Source: an optimization exercise on an open RTL-to-GDS flow (aim: small area, a short achievable clock period and few clock cycles). Production flows keep margins and buffers that such runs may drop. RTL that was checked went through simulation tests only; none was proved equivalent to the original. Power and IR drop assume default switching activity.

==> run E: inputs <==
Design pool_tx, start of the top module:
module pool_tx (
    input  wire       clk,
    input  wire       rst,
    input  wire       cmd_valid,
    output wire       cmd_ready,
    input  wire [2:0] cmd_op,
    input  wire [7:0] cmd_data,
    output reg        rsp_valid,
    output reg  [1:0] rsp_status,
    output reg        rsp_page_done,
    output reg        tx_valid,
    output reg  [7:0] tx_data,
    output reg        tx_last,
    input  wire       tx_ready
);
clock: 12.0 ns
lec_check: 0
cap_margin: 20
core_margin: 2
core_utilization: 60
cts_cluster_diameter: 50
cts_cluster_size: 30
slew_margin: 20
standard.sh (not shown) runs the stock make flow with config.mk's settings and CLKGATE_MAP_FILE= SYNTH_SCRIPT=/design/flow/synth_recipe.tcl, a recipe that flattens the netlist after the stock synthesis.
==> flow/flow/run.sh <==
#!/bin/bash
# The standard layout (standard.sh: the standard flow's synthesis, floorplan, placement,
# CTS and routing, unchanged), with two placement/repair knobs:
#  - ports are buffered with buf_4 cells rather than the default choice;
set -euo pipefail
export SETUP_SLACK_MARGIN=8.4
export BUFFER_PORTS_ARGS="-buffer_cell sky130_fd_sc_hd__buf_4"
bash standard.sh > standard.log 2>&1
==> run M (differences from run E) <==
--- a/flow/design.v
+++ b/flow/design.v
@@ -74,41 +74,24 @@
                 assign tap[gs] = d0;
             end else begin : g_tn
                 assign tap[gs] = r[8*gs-1 -: 8];
             end
         end
     endgenerate
-    localparam QD = 16;
-    localparam QW = 4;
     reg       c_v, c_ovf, c_hdr;    
     reg [3:0] c_slot;
     reg [4:0] c_lst;                
     reg [4:0] c_j;
     reg [7:0] c_h;
     reg [4:0] c_rel;
-    reg [QD-1:0] q_v;               
-    reg [QD-1:0] q_ovf;             
-    reg [1:0]    q_tag  [0:QD-1];
-    reg [3:0]    q_ring [0:QD-1];
-    reg [QW-1:0] q_wp, q_rp;
-    reg [QW:0]   q_cnt;
-    wire         q_empty = (q_cnt == 0);
-    wire         q_full  = q_cnt[QW];
-    reg [1:0]    t_cur;             
-    reg [3:0]    pg_base [0:3];
-    reg [4:0]    pg_po   [0:3];
-    reg [3:0]    pg_last [0:3];     
-    reg [3:0]    pg_top  [0:3];     
-    reg [4:0]    pg_lst  [0:3];     
-    reg       i_v, i_last;
-    reg [7:0] i_d;
-    wire      o_free   = !tx_valid || tx_ready;
-    wire      out_free = !i_v || o_free;
-    reg [7:0] o_copy;
-    always @(posedge clk)
-        tx_data <= o_free ? i_d : o_copy;
+    reg       n_v, n_ovf;
+    reg [3:0] n_slot;
+    reg [4:0] n_lst;
+    reg [7:0] n_h;
+    reg [4:0] n_rel;
+    wire      out_free = !tx_valid || tx_ready;
     wire      c_wait   = !f_empty && (c_slot == w_s || c_slot == w_s + 4'd1);
     wire      ld_ovf   = c_v && c_ovf;
     wire      ld_hdr   = c_v && !c_ovf && !c_hdr && c_rel == 5'd31 && !c_wait;
     wire      ld_body  = c_v && !c_ovf &&  c_hdr && c_rel == c_j;
     wire      c_lastb  = (c_j == c_lst);
     wire      c_done   = out_free && (ld_ovf || (ld_body && c_lastb));
@@ -116,48 +99,23 @@
     wire       a_ovf    = full && used[4];
     wire [3:0] nxt_p    = full ? ap : ap + 4'd1;    
     wire       app_wr   = !tx_active && !overflowed && !a_ovf;
     wire       app_stall = app_wr && (f_full || (pool_empty && !f_empty) || conf);
     wire       s_done   = tx_active && s_eq;
     wire       s_page   = tx_active && !s_eq;
-    wire       send_stall = (ovf_pending || s_page) && q_full;
+    wire       send_stall = (ovf_pending || s_page) && n_v;
     wire       s_wrap;
     wire [3:0] s_slot;
     assign {s_wrap, s_slot} = {1'b0, base} + {1'b0, sent[3:0]};
     wire [4:0] s_rel    = ph - po - {s_wrap, base} + 5'd1;    
     wire       s_lastsl = (sent + 5'd1 == used);
     wire [4:0] s_lst    = s_lastsl ? last_len - 5'd1 : 5'd30;
     wire [7:0] s_h      = {1'b0, used[3:0] - sent[3:0] - 4'd1, ncks[s_slot]};
-    wire [3:0] h_ring   = q_ring[q_rp];
-    wire [1:0] h_tag    = q_tag[q_rp];
-    wire [3:0] h_base   = pg_base[h_tag];
-    wire [4:0] h_lst    = (h_ring == pg_last[h_tag]) ? pg_lst[h_tag] : 5'd30;
-    wire [7:0] h_h      = {1'b0, pg_top[h_tag] - (h_ring - h_base), ncks[h_ring]};
-    wire [4:0] h_org    = pg_po[h_tag] + {h_ring < h_base, h_base};
-    wire [4:0] h_rel    = ph - h_org + 5'd1;
-    reg        q_conf;
-    reg [3:0]  q_tags;
-    integer    qi;
-    always @(*) begin
-        q_conf = 1'b0;
-        q_tags = 4'b0000;
-        for (qi = 0; qi < QD; qi = qi + 1)
-            if (q_v[qi] && !q_ovf[qi]) begin
-                if (q_ring[qi] == ap || q_ring[qi] == ap + 4'd1)
-                    q_conf = 1'b1;
-                q_tags[q_tag[qi]] = 1'b1;
-            end
-    end
-    wire       com_ok   = !tx_active && used != 5'd0;
-    wire       com_stall = com_ok && q_tags[t_cur + 2'd1];
-    wire       can_exec = !(x_app && app_stall) && !(x_send && send_stall) &&
-                          !(x_com && com_stall);
+    wire       can_exec = !(x_app && app_stall) && !(x_send && send_stall);
     wire       exec     = a_v && can_exec;
     wire       push     = exec && x_send && (ovf_pending || s_page);
-    wire       q_push   = push && !(c_free && q_empty);
-    wire       commit_ok = exec && x_com && com_ok;
     wire       up       = exec && x_app && app_wr;
     wire       page_rst = exec && ((x_send && s_done) || x_pre);
     wire [2:0] new_ck   = (full ? 3'd0 : run_ck) - a_d[2:0];
     integer k;
     always @(posedge clk) begin
         for (k = 0; k < FD; k = k + 1)
@@ -195,25 +153,18 @@
             f_full <= 1'b0;
             w_dist <= 5'd0;
             w_j <= 5'd0;
             w_s <= 4'd0;
             wr_v <= 1'b0;
             c_v <= 1'b0;
-            q_v <= 0;
-            q_wp <= 0;
-            q_rp <= 0;
-            q_cnt <= 0;
-            t_cur <= 2'd0;
+            n_v <= 1'b0;
             rsp_valid <= 1'b0;
             rsp_status <= 2'd0;
             rsp_page_done <= 1'b0;
             tx_valid <= 1'b0;
             tx_last <= 1'b0;
-            i_v <= 1'b0;
-            i_last <= 1'b0;
-            o_copy <= 8'd0;
         end else begin
             ph <= ph + 5'd1;
             if (!a_v || can_exec) begin
                 if (b_v) begin
                     a_v <= 1'b1; a_op <= b_op; a_d <= b_d;
                     b_v <= 1'b0;
@@ -275,13 +226,13 @@
                             ll30 <= last_len == 5'd29;
                             if (ll30) ap <= ap + 4'd1;
                         end
                     end
                 end
                 if (x_com) begin
-                    if (com_ok) tx_active <= 1'b1;
+                    if (!tx_active && used != 5'd0) tx_active <= 1'b1;
                     else rsp_status <= 2'd1;
                 end
                 if (x_send) begin
                     rsp_page_done <= s_done;
                     if (ovf_pending) begin
                         ovf_pending <= 1'b0;
@@ -312,72 +263,52 @@
                 used <= 5'd0;
                 sent <= 5'd0;
                 last_len <= 5'd31;
                 overflowed <= 1'b0;
                 tx_active <= 1'b0;
             end
-            conf <= (c_v && !c_ovf && (c_slot == ap || c_slot == ap + 4'd1)) || q_conf;
-            if (o_free) begin
-                tx_valid <= i_v;
-                o_copy   <= i_d;
-                tx_last  <= i_last;
-            end
+            conf <= (c_v && !c_ovf && (c_slot == ap || c_slot == ap + 4'd1)) ||
+                    (n_v && !n_ovf && (n_slot == ap || n_slot == ap + 4'd1));
             if (out_free) begin
                 if (ld_ovf) begin
-                    i_v    <= 1'b1;
-                    i_d    <= 8'h04;
-                    i_last <= 1'b1;
+                    tx_valid <= 1'b1;
+                    tx_data  <= 8'h04;
+                    tx_last  <= 1'b1;
                 end else if (ld_hdr) begin
-                    i_v    <= 1'b1;
-                    i_d    <= c_h;
-                    i_last <= 1'b0;
-                    c_hdr  <= 1'b1;
-                    c_j    <= 5'd0;
+                    tx_valid <= 1'b1;
+                    tx_data  <= c_h;
+                    tx_last  <= 1'b0;
+                    c_hdr    <= 1'b1;
+                    c_j      <= 5'd0;
                 end else if (ld_body) begin
-                    i_v    <= 1'b1;
-                    i_d    <= tap[c_slot];
-                    i_last <= c_lastb;
-                    c_j    <= c_j + 5'd1;
+                    tx_valid <= 1'b1;
+                    tx_data  <= tap[c_slot];
+                    tx_last  <= c_lastb;
+                    c_j      <= c_j + 5'd1;
                 end else begin
-                    i_v    <= 1'b0;
-                    i_last <= 1'b0;
+                    tx_valid <= 1'b0;
+                    tx_last  <= 1'b0;
                 end
             end
             c_rel <= c_rel + 5'd1;
+            n_rel <= n_rel + 5'd1;
             if (c_free) begin
-                if (!q_empty) begin
-                    c_v <= 1'b1; c_ovf <= q_ovf[q_rp]; c_hdr <= 1'b0;
-                    c_slot <= h_ring; c_lst <= h_lst; c_h <= h_h;
-                    c_rel <= h_rel;
+                if (n_v) begin
+                    c_v <= 1'b1; c_ovf <= n_ovf; c_hdr <= 1'b0;
+                    c_slot <= n_slot; c_lst <= n_lst; c_h <= n_h;
+                    c_rel <= n_rel + 5'd1;
                 end else if (push) begin
                     c_v <= 1'b1; c_ovf <= ovf_pending; c_hdr <= 1'b0;
                     c_slot <= s_slot; c_lst <= s_lst; c_h <= s_h;
                     c_rel <= s_rel;
                 end else
                     c_v <= 1'b0;
             end
-            if (c_free && !q_empty) begin
-                q_v[q_rp] <= 1'b0;
-                q_rp <= q_rp + 1'b1;
-            end
-            if (q_push) begin
-                q_v[q_wp] <= 1'b1;
-                q_ovf[q_wp] <= ovf_pending;
-                q_tag[q_wp] <= t_cur;
-                q_ring[q_wp] <= s_slot;
-                q_wp <= q_wp + 1'b1;
-            end
-            if (q_push && !(c_free && !q_empty))
-                q_cnt <= q_cnt + 1'b1;
-            else if (!q_push && (c_free && !q_empty))
-                q_cnt <= q_cnt - 1'b1;
-            if (commit_ok) begin
-                t_cur <= t_cur + 2'd1;
-                pg_base[t_cur + 2'd1] <= base;
-                pg_po[t_cur + 2'd1]   <= po;
-                pg_last[t_cur + 2'd1] <= ap;
-                pg_top[t_cur + 2'd1]  <= used[3:0] - 4'd1;
-                pg_lst[t_cur + 2'd1]  <= last_len - 5'd1;
-            end
+            if (push && !c_free) begin
+                n_v <= 1'b1; n_ovf <= ovf_pending;
+                n_slot <= s_slot; n_lst <= s_lst; n_h <= s_h;
+                n_rel <= s_rel;
+            end else if (c_free)
+                n_v <= 1'b0;
         end
     end
 endmodule
- CORE_UTILIZATION: 60 -> 45
==> summary.txt <==
- Between run E and run M, the lower critical path depth is in run M (gap 15).
- Of run E and run M, run M has the higher die area (gap 15%, measured against run M).
- Of run E and run M, run E has the higher cell count (gap about 8%, measured against run M).
- Between run M and run E, the lower sequential power is in run M (gap about 6%, measured against run E).
- Of run E and run M, run E has the higher first-iteration DRC count (gap about 40%, measured against run M).
- Of run M and run E, run E has the higher global-route usage (gap 8.1 points).
- Against run E, the utilization of run M is lower by 18 points.
- Design area: run M is smaller than run E (about 12%).
- Register-to-register slack: run E is lower than run M (0.99 ns).
==> figures <==
metric	run E	run M
Top-area cell type share of the netlist area	74.4%	82.9%
Maximum number of pins on one net before global-route repair	69	60
Dpl hpwl	127 mm	87.1 mm
Width of the chip	440 um	478 um
Placer Congestion	0.884	0.777
Critical path arrival	4.82 ns	1.55 ns
Sequential share of the synthesized area	86.5%	91.2%
Finished Cell Area	129000 um2	113000 um2
Amount of wire on met3 after detailed routing	7.92 mm	6.89 mm
Leakage power summed over all cells	49.8 nW	44.0 nW
Register share of the cell area	76.3%	81.3%
Crit path to	c_rel[4]	tx_data[1]
Number of non-clock inverters	112	73
Dpl ws	6.56 ns	7.64 ns
Non-clock buffer share of cell area	1.30%	0.420%
Number of global-route vias before repair	47035	37589
Total core area	190000 um2	224000 um2
Synthesized net count	6895	5774
P_comb	2.38 mW	340 uW
Status	no timing/DRC/antenna violations	no timing/DRC/antenna violations
No run of this note included a check of the RTL's function; only the layout flow was run.


==> inputs of run a <==
Another version of the RTL of pool_tx (not shown whole).
clock: 12.0 ns
lec_check: 0
cap_margin: 20
core_margin: 2
core_utilization: 30
slew_margin: 20
run.sh (not shown) runs the stock make flow with config.mk's settings and CLKGATE_MAP_FILE= SYNTH_SCRIPT=/design/flow/synth_recipe.tcl, a recipe that flattens the netlist after the stock synthesis.
Stock flow here: none of the scripts above is used.
==> run b (differences from run a) <==
==> flow/flow/run.sh (new file) <==
#!/bin/bash
# The standard layout (standard.sh: the standard flow's synthesis, floorplan, placement,
# CTS and routing, unchanged), with two placement/repair knobs:
#  - ports are buffered with buf_4 cells rather than the default choice;
set -euo pipefail
export SETUP_SLACK_MARGIN=8.4
export BUFFER_PORTS_ARGS="-buffer_cell sky130_fd_sc_hd__buf_4"
bash standard.sh > standard.log 2>&1
==> flow/standard.sh (new file) <==
#!/bin/bash
# synth_recipe.tcl (not shown) runs the flow's synth.tcl, then flattens the netlist and writes it again
# the make line also repeats each setting of config.mk as NAME=value (left out here)
make -C /OpenROAD-flow-scripts/flow DESIGN_CONFIG=/design/flow/config.mk WORK_HOME=/design/flow/orfs CLKGATE_MAP_FILE= SYNTH_SCRIPT=/design/flow/synth_recipe.tcl "${@:-finish}"
- CTS_CLUSTER_DIAMETER: not set -> 50
- CTS_CLUSTER_SIZE: not set -> 30
removed: flow/run.sh
==> qor summary <==
                                                                  run a           run b
CP Data Arrival Time                                            2.14 ns         1.69 ns
Final period demand of the worst path                           4.54 ns         4.09 ns
Diodes inserted                                                      10               6
Worst Slack Setup Final                                         7.46 ns         7.91 ns
Clock buffer count in the final layout                              526             240
Comb power                                                     0.458 mW        0.457 mW
Max Clk Rate                                                    220 MHz         245 MHz
Layout multi-input combinational cell count                       1,053           1,054
Proportion of power drawn by flip-flops and latches               53.5%           62.3%
Total setup buffers inserted after CTS                                0               4
Worst reg2reg startpoint                                        sent[2]       c_slot[3]
Filler Cells Inserted                                            30,800          31,400
Antenna violations before repair                                     19              12
Clock buffer and inverter area fraction after layout              11.3%           6.62%
Switching power of the nets                                     5.57 mW         5.25 mW
Area of all sequential standard cells                       92,200 um^2     92,300 um^2
Vias in the first global route                                   40,800          37,600
Final Power                                                     28.6 mW         24.5 mW
Syn-to-layout area delta                                          19.3%           13.4%
Length of the first detailed-routing pass in iterations               6               7
Result of the run                                        finished clean  finished clean
Combined area of the multi-input logic cells                  8320 um^2       8400 um^2
No run of this note included a check of the RTL's function; only the layout flow was run.


==> inputs of cedar <==
==> flow/design.v <==
module pool_tx (
    input  wire       clk,
    input  wire       rst,
    input  wire       cmd_valid,
    output wire       cmd_ready,
    input  wire [2:0] cmd_op,
    input  wire [7:0] cmd_data,
    output reg        rsp_valid,
    output reg  [1:0] rsp_status,
    output reg        rsp_page_done,
    output reg        tx_valid,
    output reg  [7:0] tx_data,
    output reg        tx_last,
    input  wire       tx_ready
);
    localparam FD  = 16;          
    localparam FAW = 4;           
    reg [4:0] ph;
    reg       a_v, b_v;
    reg [6:0] a_op, b_op;
    reg [7:0] a_d, b_d;
    reg       rdy;
    assign cmd_ready = rdy;
    wire accept = cmd_valid && rdy;
    wire [6:0] in_op = (cmd_op == 3'd0) ? 7'b0000001 :
                       (cmd_op == 3'd1) ? 7'b0000010 :
                       (cmd_op == 3'd2) ? 7'b0000100 :
                       (cmd_op == 3'd3) ? 7'b0001000 :
                       (cmd_op == 3'd4) ? 7'b0010000 :
                       (cmd_op == 3'd5) ? 7'b0100000 : 7'b1000000;
    wire x_app  = a_op[0];
    wire x_com  = a_op[1];
    wire x_send = a_op[2];
    wire x_ck   = a_op[3];
    wire x_mis  = a_op[4];
    wire x_pre  = a_op[5];
    reg [4:0] used;         
    reg [4:0] sent;         
    reg [4:0] last_len;     
    reg       overflowed;
    reg       tx_active;
    reg       ovf_pending;
    reg [2:0] ncks [0:15];  
    reg [2:0] run_ck;       
    reg [4:0] po;           
    reg [3:0] base;         
    reg [3:0] ap;           
    reg       full;         
    reg       ll30;         
    reg       pool_empty;   
    reg       conf;         
    reg       s_eq;         
    reg [7:0]     fifo [0:FD-1];
    reg [FD-1:0]  f_wa;     
    reg [FAW-1:0] f_rp;
    reg [FAW:0]   f_cnt;
    reg           f_empty, f_full;
    reg [4:0]     w_dist;   
    reg [4:0]     w_j;      
    reg [3:0]     w_s;      
    reg           wr_v;     
    reg [3:0]     wr_s;
    reg [7:0]     wr_d;
    wire          w_go = !f_empty && w_dist == 5'd0;
    wire [7:0] tap  [0:15];     
    wire [7:0] tapb [0:15];     
    genvar gs;
    generate
        for (gs = 0; gs < 16; gs = gs + 1) begin : g_slot
            reg  [255:0] r;
            wire [7:0]   d0 = (wr_v && wr_s == gs) ? wr_d : r[255:248];
            always @(posedge clk)
                r <= {r[247:0], d0};
            if (gs == 0) begin : g_t0
                assign tap[gs] = d0;
            end else begin : g_tn
                assign tap[gs] = r[8*gs-1 -: 8];
            end
            assign tapb[gs] = r[8*(gs+16)-1 -: 8];
        end
    endgenerate
    localparam QD = 16;
    localparam QW = 4;
    reg       c_v, c_ovf, c_hdr;    
    reg [3:0] c_slot;
    reg [4:0] c_lst;                
    reg [4:0] c_j;
    reg [7:0] c_h;
    reg [4:0] c_rel;
    reg       c_b;                  
    reg [QD-1:0] q_v;               
    reg [QD-1:0] q_ovf;             
    reg [1:0]    q_tag  [0:QD-1];
    reg [3:0]    q_ring [0:QD-1];
    reg [QW-1:0] q_wp, q_rp;
    reg [QW:0]   q_cnt;
    wire         q_empty = (q_cnt == 0);
    wire         q_full  = q_cnt[QW];
    reg [1:0]    t_cur;             
    reg [3:0]    pg_base [0:3];
    reg [4:0]    pg_rel  [0:3];     
    reg [3:0]    pg_tb   [0:3];     
    reg [4:0]    pg_lst  [0:3];     
    reg [3:0]    q_tags;            
    reg       i_v, i_last;
    reg [7:0] i_d;
    wire      o_free   = !tx_valid || tx_ready;
    wire      out_free = !i_v || o_free;
    reg [7:0] o_copy;
    always @(posedge clk)
        tx_data <= o_free ? i_d : o_copy;
    wire      c_wait   = !f_empty && (c_slot == w_s || c_slot == w_s + 4'd1);
    wire      ld_ovf   = c_v && c_ovf;
    wire      ld_hdr   = c_v && !c_ovf && !c_hdr && c_rel[3:0] == 4'd15 && !c_wait;
    wire      ld_body  = c_v && !c_ovf &&  c_hdr && c_rel == c_j;
    wire      c_lastb  = (c_j == c_lst);
    wire      c_done   = out_free && (ld_ovf || (ld_body && c_lastb));
    wire      c_free   = !c_v || c_done;
    wire       a_ovf    = full && used[4];
    wire [3:0] nxt_p    = full ? ap : ap + 4'd1;    
    wire       app_wr   = !tx_active && !overflowed && !a_ovf;
    wire       app_stall = app_wr && (f_full || (pool_empty && !f_empty) || conf);
    wire       s_done   = tx_active && s_eq;
    wire       s_page   = tx_active && !s_eq;
    wire       send_stall = (ovf_pending || s_page) && q_full;
    wire       s_wrap;
    wire [3:0] s_slot;
    assign {s_wrap, s_slot} = {1'b0, base} + {1'b0, sent[3:0]};
    wire [4:0] s_rel    = {pg_rel[t_cur][4] ^ s_wrap, pg_rel[t_cur][3:0]};
    wire       s_lastsl = (sent + 5'd1 == used);
    wire [4:0] s_lst    = s_lastsl ? last_len - 5'd1 : 5'd30;
    wire [7:0] s_h      = {1'b0, used[3:0] - sent[3:0] - 4'd1, ncks[s_slot]};
    wire [3:0] h_ring   = q_ring[q_rp];
    wire [1:0] h_tag    = q_tag[q_rp];
    wire [3:0] h_base   = pg_base[h_tag];
    wire [3:0] h_seq    = pg_tb[h_tag] - h_ring;
    wire [4:0] h_lst    = (h_seq == 4'd0) ? pg_lst[h_tag] : 5'd30;
    wire [7:0] h_h      = {1'b0, h_seq, ncks[h_ring]};
    wire [4:0] h_rel    = {pg_rel[h_tag][4] ^ (h_ring < h_base), pg_rel[h_tag][3:0]};
    reg        q_conf;
    reg [3:0]  q_tagc;
    integer    qi;
    always @(*) begin
        q_conf = 1'b0;
        q_tagc = 4'b0000;
        for (qi = 0; qi < QD; qi = qi + 1)
            if (q_v[qi] && !q_ovf[qi]) begin
                if (q_ring[qi] == ap || q_ring[qi] == ap + 4'd1)
                    q_conf = 1'b1;
                q_tagc[q_tag[qi]] = 1'b1;
            end
    end
    wire       com_ok   = !tx_active && used != 5'd0;
    wire       com_stall = com_ok && q_tags[t_cur + 2'd1];
    wire       can_exec = !(x_app && app_stall) && !(x_send && send_stall) &&
                          !(x_com && com_stall);
    wire       exec     = a_v && can_exec;
    wire       push     = exec && x_send && (ovf_pending || s_page);
    wire       q_push   = push && !(c_free && q_empty);
    wire       commit_ok = exec && x_com && com_ok;
    wire       up       = exec && x_app && app_wr;
    wire       page_rst = exec && ((x_send && s_done) || x_pre);
    wire [2:0] new_ck   = (full ? 3'd0 : run_ck) - a_d[2:0];
    integer k;
    always @(posedge clk) begin
        for (k = 0; k < FD; k = k + 1)
            if (up && f_wa[k])
                fifo[k] <= a_d;
        if (up) begin
            ncks[ap] <= new_ck;
            run_ck <= new_ck;
        end
    end
    always @(posedge clk) begin
        if (rst) begin
            ph <= 5'd0;
            a_v <= 1'b0;
            b_v <= 1'b0;
            rdy <= 1'b0;
            used <= 5'd0;
            sent <= 5'd0;
            last_len <= 5'd31;
            overflowed <= 1'b0;
            tx_active <= 1'b0;
            ovf_pending <= 1'b0;
            po <= 5'd0;
            base <= 4'd0;
            ap <= 4'd0;
            full <= 1'b1;
            ll30 <= 1'b0;
            pool_empty <= 1'b1;
            conf <= 1'b0;
            s_eq <= 1'b1;
            f_wa <= 1;
            f_rp <= 0;
            f_cnt <= 0;
            f_empty <= 1'b1;
            f_full <= 1'b0;
            w_dist <= 5'd0;
            w_j <= 5'd0;
            w_s <= 4'd0;
            wr_v <= 1'b0;
            c_v <= 1'b0;
            q_v <= 0;
            q_wp <= 0;
            q_rp <= 0;
            q_cnt <= 0;
            t_cur <= 2'd0;
            rsp_valid <= 1'b0;
            rsp_status <= 2'd0;
            rsp_page_done <= 1'b0;
            tx_valid <= 1'b0;
            tx_last <= 1'b0;
            i_v <= 1'b0;
            i_last <= 1'b0;
            o_copy <= 8'd0;
        end else begin
            ph <= ph + 5'd1;
            if (!a_v || can_exec) begin
                if (b_v) begin
                    a_v <= 1'b1; a_op <= b_op; a_d <= b_d;
                    b_v <= 1'b0;
                end else begin
                    a_v <= accept; a_op <= in_op; a_d <= cmd_data;
                end
                rdy <= 1'b1;
            end else if (accept) begin
                b_v <= 1'b1; b_op <= in_op; b_d <= cmd_data;
                rdy <= 1'b0;
            end
            wr_v <= w_go;
            wr_s <= w_s;
            wr_d <= fifo[f_rp];
            w_dist <= w_dist + 5'd1 - {4'd0, w_go};
            if (w_go) begin
                f_rp <= f_rp + 1'b1;
                if (w_j == 5'd30) begin
                    w_j <= 5'd0;
                    w_s <= w_s + 4'd1;
                end else
                    w_j <= w_j + 5'd1;
            end
            if (up) f_wa <= {f_wa[FD-2:0], f_wa[FD-1]};
            if (up)
                f_cnt <= w_go ? f_cnt : f_cnt + 1'b1;
            else
                f_cnt <= w_go ? f_cnt - 1'b1 : f_cnt;
            f_empty <= (f_cnt == 0 && !up) || (f_cnt == 1 && w_go && !up);
            f_full  <= (f_cnt == FD && !(w_go && !up)) || (f_cnt == FD-1 && up && !w_go);
            if (up && pool_empty) begin
                po <= ph + FD;
                w_dist <= 5'd2 - FD;
                w_j <= 5'd0;
                w_s <= base;
            end
            rsp_valid <= exec;
            rsp_status <= 2'd0;
            rsp_page_done <= 1'b0;
            if (exec) begin
                if (x_app) begin
                    if (tx_active) rsp_status <= 2'd2;
                    else if (overflowed) rsp_status <= 2'd1;
                    else if (a_ovf) begin
                        overflowed <= 1'b1;
                        ovf_pending <= 1'b1;
                        rsp_status <= 2'd1;
                    end else begin
                        pool_empty <= 1'b0;
                        if (full) begin
                            used <= used + 5'd1;
                            s_eq <= 1'b0;
                            last_len <= 5'd1;
                            full <= 1'b0;
                            ll30 <= 1'b0;
                        end else begin
                            last_len <= last_len + 5'd1;
                            full <= ll30;
                            ll30 <= last_len == 5'd29;
                            if (ll30) ap <= ap + 4'd1;
                        end
                    end
                end
                if (x_com) begin
                    if (com_ok) tx_active <= 1'b1;
                    else rsp_status <= 2'd1;
                end
                if (x_send) begin
                    rsp_page_done <= s_done;
                    if (ovf_pending) begin
                        ovf_pending <= 1'b0;
                        rsp_status <= 2'd2;
                    end else if (s_page) begin
                        sent <= sent + 5'd1;
                        s_eq <= s_lastsl;
                        rsp_status <= 2'd1;
                    end
                end
                if (x_ck && sent != 5'd0) begin
                    sent <= sent - 5'd1;
                    s_eq <= 1'b0;
                end
                if (x_mis) begin
                    sent <= 5'd0;
                    s_eq <= pool_empty;
                end
                if (a_op[6]) rsp_status <= 2'd3;
            end
            if (page_rst) begin
                s_eq <= 1'b1;
                base <= nxt_p;
                ap <= nxt_p;
                full <= 1'b1;
                ll30 <= 1'b0;
                pool_empty <= 1'b1;
                used <= 5'd0;
                sent <= 5'd0;
                last_len <= 5'd31;
                overflowed <= 1'b0;
                tx_active <= 1'b0;
            end
            conf <= (c_v && !c_ovf && (c_slot == ap || c_slot == ap + 4'd1)) || q_conf;
            if (o_free) begin
                tx_valid <= i_v;
                o_copy   <= i_d;
                tx_last  <= i_last;
            end
            if (out_free) begin
                if (ld_ovf) begin
                    i_v    <= 1'b1;
                    i_d    <= 8'h04;
                    i_last <= 1'b1;
                end else if (ld_hdr) begin
                    i_v    <= 1'b1;
                    i_d    <= c_h;
                    i_last <= 1'b0;
                    c_hdr  <= 1'b1;
                    c_j    <= 5'd0;
                    c_b    <= !c_rel[4];
                end else if (ld_body) begin
                    i_v    <= 1'b1;
                    i_d    <= c_b ? tapb[c_slot] : tap[c_slot];
                    i_last <= c_lastb;
                    c_j    <= c_j + 5'd1;
                end else begin
                    i_v    <= 1'b0;
                    i_last <= 1'b0;
                end
            end
            c_rel <= c_rel + 5'd1;
            if (out_free && !ld_ovf && ld_hdr)
                c_rel <= 5'd0;
            if (c_free) begin
                if (!q_empty) begin
                    c_v <= 1'b1; c_ovf <= q_ovf[q_rp]; c_hdr <= 1'b0;
                    c_slot <= h_ring; c_lst <= h_lst; c_h <= h_h;
                    c_rel <= h_rel;
                end else if (push) begin
                    c_v <= 1'b1; c_ovf <= ovf_pending; c_hdr <= 1'b0;
                    c_slot <= s_slot; c_lst <= s_lst; c_h <= s_h;
                    c_rel <= s_rel;
                end else
                    c_v <= 1'b0;
            end
            if (c_free && !q_empty) begin
                q_v[q_rp] <= 1'b0;
                q_rp <= q_rp + 1'b1;
            end
            if (q_push) begin
                q_v[q_wp] <= 1'b1;
                q_ovf[q_wp] <= ovf_pending;
                q_tag[q_wp] <= t_cur;
                q_ring[q_wp] <= s_slot;
                q_wp <= q_wp + 1'b1;
            end
            if (q_push && !(c_free && !q_empty))
                q_cnt <= q_cnt + 1'b1;
            else if (!q_push && (c_free && !q_empty))
                q_cnt <= q_cnt - 1'b1;
            q_tags <= q_tagc;
            for (qi = 0; qi < 4; qi = qi + 1)
                pg_rel[qi] <= pg_rel[qi] + 5'd1;
            if (commit_ok)
                pg_rel[t_cur + 2'd1] <= ph + 5'd2 - po - {1'b0, base};
            if (commit_ok) begin
                t_cur <= t_cur + 2'd1;
                pg_base[t_cur + 2'd1] <= base;
                pg_tb[t_cur + 2'd1]   <= full ? ap - 4'd1 : ap;
                pg_lst[t_cur + 2'd1]  <= last_len - 5'd1;
            end
        end
    end
endmodule
==> flow/flow/run.sh <==
#!/bin/bash
# The standard layout (standard.sh: the standard flow's synthesis, floorplan, placement,
# CTS and routing, unchanged), with two placement/repair knobs:
#  - ports are buffered with buf_4 cells rather than the default choice;
set -euo pipefail
export SETUP_SLACK_MARGIN=8.4
export BUFFER_PORTS_ARGS="-buffer_cell sky130_fd_sc_hd__buf_4"
bash standard.sh > standard.log 2>&1
==> flow/standard.sh <==
#!/bin/bash
# synth_recipe.tcl (not shown) runs the flow's synth.tcl, then flattens the netlist and writes it again
# the make line also repeats each setting of config.mk as NAME=value (left out here)
make -C /OpenROAD-flow-scripts/flow DESIGN_CONFIG=/design/flow/config.mk WORK_HOME=/design/flow/orfs CLKGATE_MAP_FILE= SYNTH_SCRIPT=/design/flow/synth_recipe.tcl "${@:-finish}"
==> flow/config.mk <==
export PLATFORM = sky130hd
export DESIGN_NAME = pool_tx
export DESIGN_NICKNAME = pool_tx
export VERILOG_FILES = /design/flow/design.v
export SDC_FILE = /design/flow/constraint.sdc
export NUM_CORES = 4
export LEC_CHECK = 0
export CAP_MARGIN = 20
export CORE_MARGIN = 2
export CORE_UTILIZATION = 60
export CTS_CLUSTER_DIAMETER = 65
export CTS_CLUSTER_SIZE = 30
export SLEW_MARGIN = 20
==> flow/constraint.sdc <==
create_clock -name core_clock -period 12.0 [get_ports {clk}]
set_input_delay 2.4000 -clock core_clock [delete_from_list [all_inputs] [get_ports {clk}]]
set_output_delay 2.4000 -clock core_clock [all_outputs]
set_load 0.01 [all_outputs]
==> inputs of xenon, as changes to cedar <==
==> flow/design.v, changed modules only <==
module pool_tx (
    input  wire       clk,
    input  wire       rst,
    input  wire       cmd_valid,
    output wire       cmd_ready,
    input  wire [2:0] cmd_op,
    input  wire [7:0] cmd_data,
    output reg        rsp_valid,
    output reg  [1:0] rsp_status,
    output reg        rsp_page_done,
    output reg        tx_valid,
    output reg  [7:0] tx_data,
    output reg        tx_last,
    input  wire       tx_ready
);
    localparam FD  = 16;          
    localparam FAW = 4;           
    reg [4:0] ph;
    reg       a_v, b_v;
    reg [6:0] a_op, b_op;
    reg [7:0] a_d, b_d;
    reg       rdy;
    assign cmd_ready = rdy;
    wire accept = cmd_valid && rdy;
    wire [6:0] in_op = (cmd_op == 3'd0) ? 7'b0000001 :
                       (cmd_op == 3'd1) ? 7'b0000010 :
                       (cmd_op == 3'd2) ? 7'b0000100 :
                       (cmd_op == 3'd3) ? 7'b0001000 :
                       (cmd_op == 3'd4) ? 7'b0010000 :
                       (cmd_op == 3'd5) ? 7'b0100000 : 7'b1000000;
    wire x_app  = a_op[0];
    wire x_com  = a_op[1];
    wire x_send = a_op[2];
    wire x_ck   = a_op[3];
    wire x_mis  = a_op[4];
    wire x_pre  = a_op[5];
    reg [4:0] used;         
    reg [4:0] sent;         
    reg [4:0] last_len;     
    reg       overflowed;
    reg       tx_active;
    reg       ovf_pending;
    reg [2:0] ncks [0:15];  
    reg [2:0] run_ck;       
    reg [4:0] po;           
    reg [3:0] base;         
    reg [3:0] ap;           
    reg       full;         
    reg       ll30;         
    reg       pool_empty;   
    reg       conf;         
    reg       s_eq;         
    reg [7:0]     fifo [0:FD-1];
    reg [FD-1:0]  f_wa;     
    reg [FAW-1:0] f_rp;
    reg [FAW:0]   f_cnt;
    reg           f_empty, f_full;
    reg [4:0]     w_dist;   
    reg [4:0]     w_j;      
    reg [3:0]     w_s;      
    reg           wr_v;     
    reg [3:0]     wr_s;
    reg [7:0]     wr_d;
    wire          w_go = !f_empty && w_dist == 5'd0;
    wire [7:0] tap [0:15];
    genvar gs;
    generate
        for (gs = 0; gs < 16; gs = gs + 1) begin : g_slot
            reg  [255:0] r;
            wire [7:0]   d0 = (wr_v && wr_s == gs) ? wr_d : r[255:248];
            always @(posedge clk)
                r <= {r[247:0], d0};
            if (gs == 0) begin : g_t0
                assign tap[gs] = d0;
            end else begin : g_tn
                assign tap[gs] = r[8*gs-1 -: 8];
            end
        end
    endgenerate
    reg       c_v, c_ovf, c_hdr;    
    reg [3:0] c_slot;
    reg [4:0] c_lst;                
    reg [4:0] c_j;
    reg [7:0] c_h;
    reg [4:0] c_rel;
    reg       n_v, n_ovf;
    reg [3:0] n_slot;
    reg [4:0] n_lst;
    reg [7:0] n_h;
    reg [4:0] n_rel;
    reg       i_v, i_last;
    reg [7:0] i_d;
    wire      o_free   = !tx_valid || tx_ready;
    wire      out_free = !i_v || o_free;
    reg [7:0] o_copy;
    always @(posedge clk)
        tx_data <= o_free ? i_d : o_copy;
    wire      c_wait   = !f_empty && (c_slot == w_s || c_slot == w_s + 4'd1);
    wire      ld_ovf   = c_v && c_ovf;
    wire      ld_hdr   = c_v && !c_ovf && !c_hdr && c_rel == 5'd31 && !c_wait;
    wire      ld_body  = c_v && !c_ovf &&  c_hdr && c_rel == c_j;
    wire      c_lastb  = (c_j == c_lst);
    wire      c_done   = out_free && (ld_ovf || (ld_body && c_lastb));
    wire      c_free   = !c_v || c_done;
    wire       a_ovf    = full && used[4];
    wire [3:0] nxt_p    = full ? ap : ap + 4'd1;    
    wire       app_wr   = !tx_active && !overflowed && !a_ovf;
    wire       app_stall = app_wr && (f_full || (pool_empty && !f_empty) || conf);
    wire       s_done   = tx_active && s_eq;
    wire       s_page   = tx_active && !s_eq;
    wire       send_stall = (ovf_pending || s_page) && n_v;
    wire       s_wrap;
    wire [3:0] s_slot;
    assign {s_wrap, s_slot} = {1'b0, base} + {1'b0, sent[3:0]};
    wire [4:0] s_rel    = ph - po - {s_wrap, base} + 5'd1;    
    wire       s_lastsl = (sent + 5'd1 == used);
    wire [4:0] s_lst    = s_lastsl ? last_len - 5'd1 : 5'd30;
    wire [7:0] s_h      = {1'b0, used[3:0] - sent[3:0] - 4'd1, ncks[s_slot]};
    wire       can_exec = !(x_app && app_stall) && !(x_send && send_stall);
    wire       exec     = a_v && can_exec;
    wire       push     = exec && x_send && (ovf_pending || s_page);
    wire       up       = exec && x_app && app_wr;
    wire       page_rst = exec && ((x_send && s_done) || x_pre);
    wire [2:0] new_ck   = (full ? 3'd0 : run_ck) - a_d[2:0];
    integer k;
    always @(posedge clk) begin
        for (k = 0; k < FD; k = k + 1)
            if (up && f_wa[k])
                fifo[k] <= a_d;
        if (up) begin
            ncks[ap] <= new_ck;
            run_ck <= new_ck;
        end
    end
    always @(posedge clk) begin
        if (rst) begin
            ph <= 5'd0;
            a_v <= 1'b0;
            b_v <= 1'b0;
            rdy <= 1'b0;
            used <= 5'd0;
            sent <= 5'd0;
            last_len <= 5'd31;
            overflowed <= 1'b0;
            tx_active <= 1'b0;
            ovf_pending <= 1'b0;
            po <= 5'd0;
            base <= 4'd0;
            ap <= 4'd0;
            full <= 1'b1;
            ll30 <= 1'b0;
            pool_empty <= 1'b1;
            conf <= 1'b0;
            s_eq <= 1'b1;
            f_wa <= 1;
            f_rp <= 0;
            f_cnt <= 0;
            f_empty <= 1'b1;
            f_full <= 1'b0;
            w_dist <= 5'd0;
            w_j <= 5'd0;
            w_s <= 4'd0;
            wr_v <= 1'b0;
            c_v <= 1'b0;
            n_v <= 1'b0;
            rsp_valid <= 1'b0;
            rsp_status <= 2'd0;
            rsp_page_done <= 1'b0;
            tx_valid <= 1'b0;
            tx_last <= 1'b0;
            i_v <= 1'b0;
            i_last <= 1'b0;
            o_copy <= 8'd0;
        end else begin
            ph <= ph + 5'd1;
            if (!a_v || can_exec) begin
                if (b_v) begin
                    a_v <= 1'b1; a_op <= b_op; a_d <= b_d;
                    b_v <= 1'b0;
                end else begin
                    a_v <= accept; a_op <= in_op; a_d <= cmd_data;
                end
                rdy <= 1'b1;
            end else if (accept) begin
                b_v <= 1'b1; b_op <= in_op; b_d <= cmd_data;
                rdy <= 1'b0;
            end
            wr_v <= w_go;
            wr_s <= w_s;
            wr_d <= fifo[f_rp];
            w_dist <= w_dist + 5'd1 - {4'd0, w_go};
            if (w_go) begin
                f_rp <= f_rp + 1'b1;
                if (w_j == 5'd30) begin
                    w_j <= 5'd0;
                    w_s <= w_s + 4'd1;
                end else
                    w_j <= w_j + 5'd1;
            end
            if (up) f_wa <= {f_wa[FD-2:0], f_wa[FD-1]};
            if (up)
                f_cnt <= w_go ? f_cnt : f_cnt + 1'b1;
            else
                f_cnt <= w_go ? f_cnt - 1'b1 : f_cnt;
            f_empty <= (f_cnt == 0 && !up) || (f_cnt == 1 && w_go && !up);
            f_full  <= (f_cnt == FD && !(w_go && !up)) || (f_cnt == FD-1 && up && !w_go);
            if (up && pool_empty) begin
                po <= ph + FD;
                w_dist <= 5'd2 - FD;
                w_j <= 5'd0;
                w_s <= base;
            end
            rsp_valid <= exec;
            rsp_status <= 2'd0;
            rsp_page_done <= 1'b0;
            if (exec) begin
                if (x_app) begin
                    if (tx_active) rsp_status <= 2'd2;
                    else if (overflowed) rsp_status <= 2'd1;
                    else if (a_ovf) begin
                        overflowed <= 1'b1;
                        ovf_pending <= 1'b1;
                        rsp_status <= 2'd1;
                    end else begin
                        pool_empty <= 1'b0;
                        if (full) begin
                            used <= used + 5'd1;
                            s_eq <= 1'b0;
                            last_len <= 5'd1;
                            full <= 1'b0;
                            ll30 <= 1'b0;
                        end else begin
                            last_len <= last_len + 5'd1;
                            full <= ll30;
                            ll30 <= last_len == 5'd29;
                            if (ll30) ap <= ap + 4'd1;
                        end
                    end
                end
                if (x_com) begin
                    if (!tx_active && used != 5'd0) tx_active <= 1'b1;
                    else rsp_status <= 2'd1;
                end
                if (x_send) begin
                    rsp_page_done <= s_done;
                    if (ovf_pending) begin
                        ovf_pending <= 1'b0;
                        rsp_status <= 2'd2;
                    end else if (s_page) begin
                        sent <= sent + 5'd1;
                        s_eq <= s_lastsl;
                        rsp_status <= 2'd1;
                    end
                end
                if (x_ck && sent != 5'd0) begin
                    sent <= sent - 5'd1;
                    s_eq <= 1'b0;
                end
                if (x_mis) begin
                    sent <= 5'd0;
                    s_eq <= pool_empty;
                end
                if (a_op[6]) rsp_status <= 2'd3;
            end
            if (page_rst) begin
                s_eq <= 1'b1;
                base <= nxt_p;
                ap <= nxt_p;
                full <= 1'b1;
                ll30 <= 1'b0;
                pool_empty <= 1'b1;
                used <= 5'd0;
                sent <= 5'd0;
                last_len <= 5'd31;
                overflowed <= 1'b0;
                tx_active <= 1'b0;
            end
            conf <= (c_v && !c_ovf && (c_slot == ap || c_slot == ap + 4'd1)) ||
                    (n_v && !n_ovf && (n_slot == ap || n_slot == ap + 4'd1));
            if (o_free) begin
                tx_valid <= i_v;
                o_copy   <= i_d;
                tx_last  <= i_last;
            end
            if (out_free) begin
                if (ld_ovf) begin
                    i_v    <= 1'b1;
                    i_d    <= 8'h04;
                    i_last <= 1'b1;
                end else if (ld_hdr) begin
                    i_v    <= 1'b1;
                    i_d    <= c_h;
                    i_last <= 1'b0;
                    c_hdr  <= 1'b1;
                    c_j    <= 5'd0;
                end else if (ld_body) begin
                    i_v    <= 1'b1;
                    i_d    <= tap[c_slot];
                    i_last <= c_lastb;
                    c_j    <= c_j + 5'd1;
                end else begin
                    i_v    <= 1'b0;
                    i_last <= 1'b0;
                end
            end
            c_rel <= c_rel + 5'd1;
            n_rel <= n_rel + 5'd1;
            if (c_free) begin
                if (n_v) begin
                    c_v <= 1'b1; c_ovf <= n_ovf; c_hdr <= 1'b0;
                    c_slot <= n_slot; c_lst <= n_lst; c_h <= n_h;
                    c_rel <= n_rel + 5'd1;
                end else if (push) begin
                    c_v <= 1'b1; c_ovf <= ovf_pending; c_hdr <= 1'b0;
                    c_slot <= s_slot; c_lst <= s_lst; c_h <= s_h;
                    c_rel <= s_rel;
                end else
                    c_v <= 1'b0;
            end
            if (push && !c_free) begin
                n_v <= 1'b1; n_ovf <= ovf_pending;
                n_slot <= s_slot; n_lst <= s_lst; n_h <= s_h;
                n_rel <= s_rel;
            end else if (c_free)
                n_v <= 1'b0;
        end
    end
endmodule
Settings changed: CORE_UTILIZATION 60 to 75, CTS_CLUSTER_DIAMETER 65 to 50.
==> summary of the runs <==
cedar passed the timing, design-rule and antenna checks. xenon produced a clean layout. Clock skew: cedar is lower than xenon (0.0036 ns). In xenon the global-route usage is higher than in cedar, by 3.7 points. Against cedar, the core utilization of xenon is higher by 16 points. Critical path depth is the same in xenon and cedar. Between cedar and xenon, the lower via count is in xenon (gap about 23%, measured against xenon). Clock power: xenon is higher than cedar (about 9%). Of xenon and cedar, cedar has the higher power (gap 6.9%, measured against cedar).
Testbench counts of cedar, summed over its fixed seeds: cycles 51,443.
Testbench counts of xenon, summed over its fixed seeds: cycles 77,774.

static timing again, ports no longer ideal:
The results above use ideal ports. As a check the final layouts listed here were re-extracted and re-timed, cells and wires unchanged. Step 1 assumes that a clkbuf_16 drives the clock port and a buf_2 every other input. Step 2 adds t to the input delays and takes it off the output delays; t is the mean of the earliest and latest rising clock arrival at the registers after step 1. Input paths then give back, and output paths get back, about the clock's delay inside the block. a / b / c = ideal / step 1 / step 2; a / b = the first two.
| run | shift t [ns] | slack for setup (ns) | latest minus earliest clock arrival (ns) | worst register clock-pin slew, ns |
|---|---|---|---|---|
| run E | 0.988 | 7.802 / 7.802 / 7.510 | 0.072 / 0.072 | 0.10 / 0.10 |
| run M | 0.935 | 8.047 / 7.960 / 7.642 | 0.063 / 0.064 | 0.10 / 0.10 |
| run a | 1.024 | 7.459 / 7.364 / 7.228 | 0.088 / 0.088 | 0.07 / 0.07 |
| run b | 0.959 | 7.913 / 7.820 / 7.757 | 0.072 / 0.073 | 0.11 / 0.11 |
| cedar | 0.927 | 8.249 / 8.170 / 7.445 | 0.034 / 0.033 | 0.11 / 0.11 |
| xenon | 0.902 | 8.289 / 8.209 / 7.687 | 0.036 / 0.036 | 0.11 / 0.11 |
After both steps setup and hold are still met in every run listed. The setup slack of cedar, which loses most, moves by -0.079 ns with the drivers and by -0.804 ns with both steps.
